This design comes from an exercise in tuning for small area, a short achievable clock period and few clock cycles per item on the open sky130 flow, not from production work. The RTL was checked by simulation tests, not by an equivalence proof against the original design. Power figures rest on the tool's default switching activity, not on a simulated workload.

== harbor ==
Design fdec, start of the top module:
module fdec (
    input  wire        clk,
    input  wire        rst,         
    input  wire        rx_valid,
    input  wire [7:0]  rx_data,
    input  wire        rx_eos,
    output wire        rx_ready,
    output wire        fo_valid,
    input  wire        fo_ready,
    output wire [31:0] fo_seq,
    output wire [6:0]  fo_len,
    output wire [7:0]  fo_data,
    output wire        fo_last,
    output wire        done         
);
Size: roughly 2,000 cells after synthesis, about 880 flip-flops.
==> flow/config.mk <==
export PLATFORM = sky130hd
export DESIGN_NAME = fdec
export DESIGN_NICKNAME = fdec
export VERILOG_FILES = /design/flow/design.v
export SDC_FILE = /design/flow/constraint.sdc
export NUM_CORES = 4
export LEC_CHECK = 0
export CAP_MARGIN = 20
export CORE_MARGIN = 2
export CORE_UTILIZATION = 60
export SLEW_MARGIN = 20
==> flow/constraint.sdc <==
create_clock -name core_clock -period 10.0 [get_ports {clk}]
set_input_delay 2.0000 -clock core_clock [delete_from_list [all_inputs] [get_ports {clk}]]
set_output_delay 2.0000 -clock core_clock [all_outputs]
set_load 0.01 [all_outputs]
standard.sh (not shown) runs the stock make flow with config.mk's settings and CLKGATE_MAP_FILE= SYNTH_SCRIPT=/design/flow/synth_recipe.tcl, a recipe that flattens the netlist after the stock synthesis.
==> flow/flow/run.sh <==
#!/bin/bash
set -euo pipefail
bash standard.sh SETUP_SLACK_MARGIN=6.8 \
  "CTS_ARGS=-sink_clustering_enable -repair_clock_nets -buf_list sky130_fd_sc_hd__clkbuf_16 -sink_clustering_size 24 -sink_clustering_max_diameter 80 -dont_use_dummy_load" \
  finish > standard_flow.log 2>&1
Testbench counts of harbor, summed over its fixed seeds: cycles 74,668, bytes 74,262.
The following lists how pepper was set up differently from harbor:
diff --git a/flow/flow/run.sh b/flow/flow/run.sh
--- a/flow/flow/run.sh
+++ b/flow/flow/run.sh
@@ -3 +3 @@
-bash standard.sh SETUP_SLACK_MARGIN=6.8 \
+bash standard.sh SETUP_SLACK_MARGIN=7 \
diff --git a/flow/config.mk b/flow/config.mk
--- a/flow/config.mk
+++ b/flow/config.mk
@@ -10 +10 @@
-export CORE_UTILIZATION = 60
+export CORE_UTILIZATION = 40
Notes after the runs:
For the wire length of the first global-routing pass, pepper came in 3.0% higher than harbor did.
harbor → pepper: setup slack decreased 0.056 ns; die area saw an increase; aggregate routed wire length +2.9%; power share of the combinational group picked up an extra 1.1 points; number of placed instances, taps included climbed about 14%.
pepper vs harbor — power density normalized to cell area dropped 2.8 mW/mm².
Of the two values seen for critical path capture point, fo_data[1] was produced by pepper and fo_seq[27] by harbor.
Here is what was changed in the inputs of zinc compared with pepper.
diff --git a/flow/flow/run.sh b/flow/flow/run.sh
--- a/flow/flow/run.sh
+++ b/flow/flow/run.sh
@@ -3 +3 @@
-bash standard.sh SETUP_SLACK_MARGIN=7 \
+bash standard.sh SETUP_SLACK_MARGIN=6.8 \
Notes after the runs:
- Count of instances resized after the clock tree is built down 33 in zinc wrt pepper
- Compare pepper and zinc | post-route clock period utilization higher: pepper
- In zinc the maximum clock skew at final layout turned out 0.021 ns higher than in pepper.
- On clock period minus final worst setup slack: zinc sits below pepper.
- Relative contribution of combinational cells to total power in zinc vs pepper: down 1.0 points
- The worst setup path endpoint comes out fo_data[1] in one run and fo_data[5] in the other, namely in pepper and zinc respectively.
- zinc against pepper: utilization went down 0.68 points, internal power of the cells went down about 0.55%, power went down 52 µW, achievable clock frequency went up 4.4%, combinational cell power went down 10%.
- For pepper, the top layer used by detailed routing was met4, unlike zinc, where it was met5.

---

## job 3609
fdec, a different RTL version from the one above (not shown whole).
Size: about 2000 cells after synthesis, roughly 880 flip-flops.
==> flow/config.mk <==
export PLATFORM = sky130hd
export DESIGN_NAME = fdec
export DESIGN_NICKNAME = fdec
export VERILOG_FILES = /design/flow/design.v
export SDC_FILE = /design/flow/constraint.sdc
export NUM_CORES = 4
export LEC_CHECK = 0
export CAP_MARGIN = 20
export CORE_MARGIN = 2
export CORE_UTILIZATION = 40
export SLEW_MARGIN = 20
==> flow/constraint.sdc <==
create_clock -name core_clock -period 10.0 [get_ports {clk}]
set_input_delay 2.0000 -clock core_clock [delete_from_list [all_inputs] [get_ports {clk}]]
set_output_delay 2.0000 -clock core_clock [all_outputs]
set_load 0.01 [all_outputs]
==> flow/flow/run.sh <==
#!/bin/bash
set -euo pipefail
bash standard.sh SETUP_SLACK_MARGIN=7 \
  "BUFFER_PORTS_ARGS=-buffer_cell sky130_fd_sc_hd__buf_2" \
  "CTS_ARGS=-sink_clustering_enable -repair_clock_nets -buf_list sky130_fd_sc_hd__clkbuf_16 -sink_clustering_size 24 -sink_clustering_max_diameter 80 -dont_use_dummy_load" \
  finish > standard_flow.log 2>&1
Testbench counts of job 3609, summed over its fixed seeds: cycles 74,668, bytes 74,262.
Inputs modified between job 3609 and job 8548:
==> flow/flow/run.sh <==
#!/bin/bash
set -euo pipefail
bash standard.sh SETUP_SLACK_MARGIN=6.8 \
  "CTS_ARGS=-sink_clustering_enable -repair_clock_nets -buf_list sky130_fd_sc_hd__clkbuf_16 -sink_clustering_size 24 -sink_clustering_max_diameter 80 -dont_use_dummy_load" \
  finish > standard_flow.log 2>&1
Notes after the runs:
- Of the two candidates, job 3609 has the worse total chip power and job 8548 the better one.
- Job 8548: worst hold slack 0.0067 ns below job 3609
- Between job 8548 and job 3609, the difference in total area of sequential cells is negligible.
- Delta (job 8548 minus job 3609): cell leakage power decreased by about 1.2% relative to the old numbers; wire length on met2 -about 5%.
- The lower clock period minus final worst setup slack came out of job 3609.
- Compared to job 3609, job 8548 shows a narrower setup margin.
- Against job 3609, job 8548 comes in about 0.9% lower on highest clock frequency the design can meet.
- Global-route met1 utilization is higher on job 3609
Relative to job 8548, the following input files were edited for job 5339:
==> flow/flow/run.sh <==
#!/bin/bash
set -euo pipefail
bash standard.sh SETUP_SLACK_MARGIN=7.3 \
  "BUFFER_PORTS_ARGS=-buffer_cell sky130_fd_sc_hd__buf_2" \
  "CTS_ARGS=-sink_clustering_enable -repair_clock_nets -buf_list sky130_fd_sc_hd__clkbuf_16 -sink_clustering_size 24 -sink_clustering_max_diameter 80 -dont_use_dummy_load" \
  finish > standard_flow.log 2>&1
## What came out
When job 5339 is measured against job 8548, its non-filler instance count after layout turns out 2.2% higher.
When the final numbers for job 8548 and job 5339 were put side by side, the final worst-path cycle share turned out to be greater in job 8548.
The count of cells along the worst register-to-register path reported for job 5339 is greater than that of job 8548 by 4.
Job 8548 → job 5339: final wirelength shows an increase of 5.8%, global-route usage over all layers shows an increase of 1.0 points.
Non-clock buffer count in job 5339 is 73 higher than in job 8548
As of job 5339, global-route wire length before repair had risen by a few percent compared to job 8548.
Setup changes, job 5339 to job 5147
# job 5339
export LEC_CHECK = 0
export CAP_MARGIN = 20
export CORE_MARGIN = 2
export CORE_UTILIZATION = 40
export SLEW_MARGIN = 20
create_clock -name core_clock -period 10.0 [get_ports {clk}]
# job 5147
export LEC_CHECK = 0
export CAP_MARGIN = 5
export CORE_MARGIN = 2
export CORE_UTILIZATION = 40
export SLEW_MARGIN = 5
create_clock -name core_clock -period 10.0 [get_ports {clk}]
==> flow/flow/run.sh <==
#!/bin/bash
set -euo pipefail
bash standard.sh SETUP_SLACK_MARGIN=7 \
  "BUFFER_PORTS_ARGS=-buffer_cell sky130_fd_sc_hd__buf_2" \
  "CTS_ARGS=-sink_clustering_enable -repair_clock_nets -buf_list sky130_fd_sc_hd__clkbuf_16 -sink_clustering_size 24 -sink_clustering_max_diameter 80 -dont_use_dummy_load" \
  finish > standard_flow.log 2>&1
==> comparison <==
- Job 5147 completed end to end with timing, DRC and antenna clean.
- Of job 5147 and job 5339, the run reporting the lower non-clock buffer count was job 5147.
- Of job 5147 and job 5339, it is job 5147 that has the lower count of buffers added by post-CTS timing repair for setup.
- Per the comparison of job 5147 with job 5339, cell area now smaller, largest clock skew in the final design down 0.021 ns, final critical path time including I/O delays and setup essentially unchanged.
- met1 wire length went down by a few percent going from job 5339 to job 5147.
- Of job 5147 and job 5339, job 5147 shows the lower final cell count, with job 5339 above it.
- Job 5339 has a higher number of nets in the final layout than job 5147.
- Changes observed in job 5147 relative to job 5339: final weighted congestion in routability-driven placement +4.0%, sequential share of layout area +2.3 points, combinational power share -2.2 points.

---

exp/quartz:
fdec, a different RTL version from the one above (not shown whole).
For scale: about 2,100 cells after synthesis, about 880 flip-flops, about 64 I/O pins, ~35,000 µm² of cells after synthesis.
==> flow/config.mk <==
export PLATFORM = sky130hd
export DESIGN_NAME = fdec
export DESIGN_NICKNAME = fdec
export VERILOG_FILES = /design/flow/design.v
export SDC_FILE = /design/flow/constraint.sdc
export NUM_CORES = 4
export LEC_CHECK = 0
export CAP_MARGIN = 20
export CORE_MARGIN = 2
export CORE_UTILIZATION = 40
export SLEW_MARGIN = 20
==> flow/constraint.sdc <==
create_clock -name core_clock -period 10.0 [get_ports {clk}]
set_input_delay 2.0000 -clock core_clock [delete_from_list [all_inputs] [get_ports {clk}]]
set_output_delay 2.0000 -clock core_clock [all_outputs]
set_load 0.01 [all_outputs]
==> flow/flow/run.sh <==
#!/bin/bash
set -euo pipefail
bash standard.sh SETUP_SLACK_MARGIN=7.2 \
  "CTS_ARGS=-sink_clustering_enable -repair_clock_nets -buf_list sky130_fd_sc_hd__clkbuf_16 -sink_clustering_size 24 -sink_clustering_max_diameter 80 -dont_use_dummy_load" \
  finish > standard_flow.log 2>&1
exp/quartz has completed all stages; timing, DRC and antenna checks passed.
Testbench counts of exp/quartz, summed over its fixed seeds: cycles 74,668, bytes 74,262.
> inputs changed (exp/quartz -> exp/xenon)
--- a/flow/flow/run.sh
+++ b/flow/flow/run.sh
@@ -3 +3 @@
-bash standard.sh SETUP_SLACK_MARGIN=7.2 \
+bash standard.sh SETUP_SLACK_MARGIN=7 \
### Flow results
The final cell count reported for exp/xenon is smaller than that of exp/quartz by about 0.9%. Utilization after layout: exp/xenon lower than exp/quartz. Leakage power of the design (lower): exp/xenon. Normalized max-slew margin: exp/xenon worse than exp/quartz. exp/xenon vs exp/quartz, share of final-layout standard cells stronger than drive strength 1 went down by 2.6 points. In exp/xenon, the clock network fraction of total power came out 0.3 points above the value in exp/quartz.
The inputs of exp/indigo differ from those of exp/xenon as listed below.
==> flow/flow/run.sh <==
#!/bin/bash
set -euo pipefail
bash standard.sh SETUP_SLACK_MARGIN=7.5 \
  "CTS_ARGS=-sink_clustering_enable -repair_clock_nets -buf_list sky130_fd_sc_hd__clkbuf_16 -sink_clustering_size 30 -sink_clustering_max_diameter 60 -dont_use_dummy_load" \
  finish > standard_flow.log 2>&1
==> comparison <==
Sort exp/indigo and exp/xenon by detailed route wirelength on metal2 asc -> top: exp/xenon. Sort exp/indigo and exp/xenon by post-layout total power asc -> top: exp/xenon. Diff exp/xenon -> exp/indigo: portion of the clock cycle consumed by the worst path in the final layout has increased, placed wire-length estimate after detailed placement saw an increase. exp/indigo finished all stages; the layout is clean. exp/xenon | stages: all done | timing, DRC, antenna: all pass. In the tables for exp/indigo and exp/xenon, area of all placed cells without fillers reads lower with exp/xenon. In exp/indigo, the combinational share of power came out 2.2 points above the value in exp/xenon. On setup slack: between exp/indigo and exp/xenon, it ends up lower for exp/indigo. Looking at total of clock buffers placed in the layout across exp/indigo and exp/xenon, the one that comes out lower is exp/xenon. Diff exp/xenon -> exp/indigo: source-to-sink clock delay at the later pin of the worst-skew pair up 0.05 ns; layout overhead on the synthesized area climbed 7.2 points; fraction of met2 tracks used by global routing higher.
Inputs modified between exp/indigo and exp/cedar:
==> flow/flow/run.sh <==
#!/bin/bash
set -euo pipefail
bash standard.sh SETUP_SLACK_MARGIN=6.8 \
  "CTS_ARGS=-sink_clustering_enable -repair_clock_nets -buf_list sky130_fd_sc_hd__clkbuf_16 -sink_clustering_size 24 -sink_clustering_max_diameter 80 -dont_use_dummy_load" \
  finish > standard_flow.log 2>&1
Findings:
Changes observed in exp/cedar relative to exp/indigo: area added between synthesis and finish fell by 8.6 points; overall routed net length saw a decrease; global-route track usage on met1 went down by 2.7 points; clock share of power increased by 0.7 points relative to the old numbers; total via count after detailed routing saw a decrease.
[compare] base=exp/indigo new=exp/cedar: met1 wire length fell 8.4%; first-iteration DRC count fell by 458; footprint of the multi-input gates decreased by 10% relative to the old numbers; number of enable flip-flop cells after synthesis held steady.
Compared with exp/indigo, exp/cedar improves overall power.

==> re-timing with driven ports <==
How much do the figures lean on ideal ports? The routed layouts below were timed once more, with nothing changed but the port constraints. Step 1 sets driving cells, clkbuf_16 on the clock port and buf_2 on the other inputs (assumed; they add their load-dependent delay and slew). Step 2, shift: input delay + t, output delay - t, t = (earliest + latest rising clock arrival at the registers) / 2. This alone moves slack from input paths to output paths. a / b / c = no drivers / after step 1 / after step 2; a / b = the first two.
run | t, ns | slack for setup (ns) | worst setup path at the end | pins driven straight from the clock port
harbor | 0.644 | 6.723 / 6.662 / 6.308 | input to register | 1
pepper | 0.667 | 6.667 / 6.597 / 6.479 | input to register | 1
zinc | 0.648 | 6.808 / 6.735 / 6.301 | input to register | 1
job 3609 | 0.659 | 6.838 / 6.767 / 6.753 | input to register | 1
job 8548 | 0.647 | 6.810 / 6.744 / 6.469 | input to register | 1
job 5339 | 0.646 | 6.841 / 6.778 / 6.762 | input to register | 1
job 5147 | 0.659 | 6.838 / 6.767 / 6.753 | input to register | 1
exp/quartz | 0.660 | 6.663 / 6.600 / 6.559 | input to register | 1
exp/xenon | 0.654 | 6.734 / 6.670 / 6.448 | input to register | 1
exp/indigo | 0.677 | 6.571 / 6.506 / 6.804 | input to register | 1
exp/cedar | 0.637 | 6.722 / 6.653 / 6.272 | input to register | 1
After both steps setup and hold are still met in every run listed. The setup slack of zinc, which loses most, moves by -0.073 ns with the drivers and by -0.507 ns with both steps.
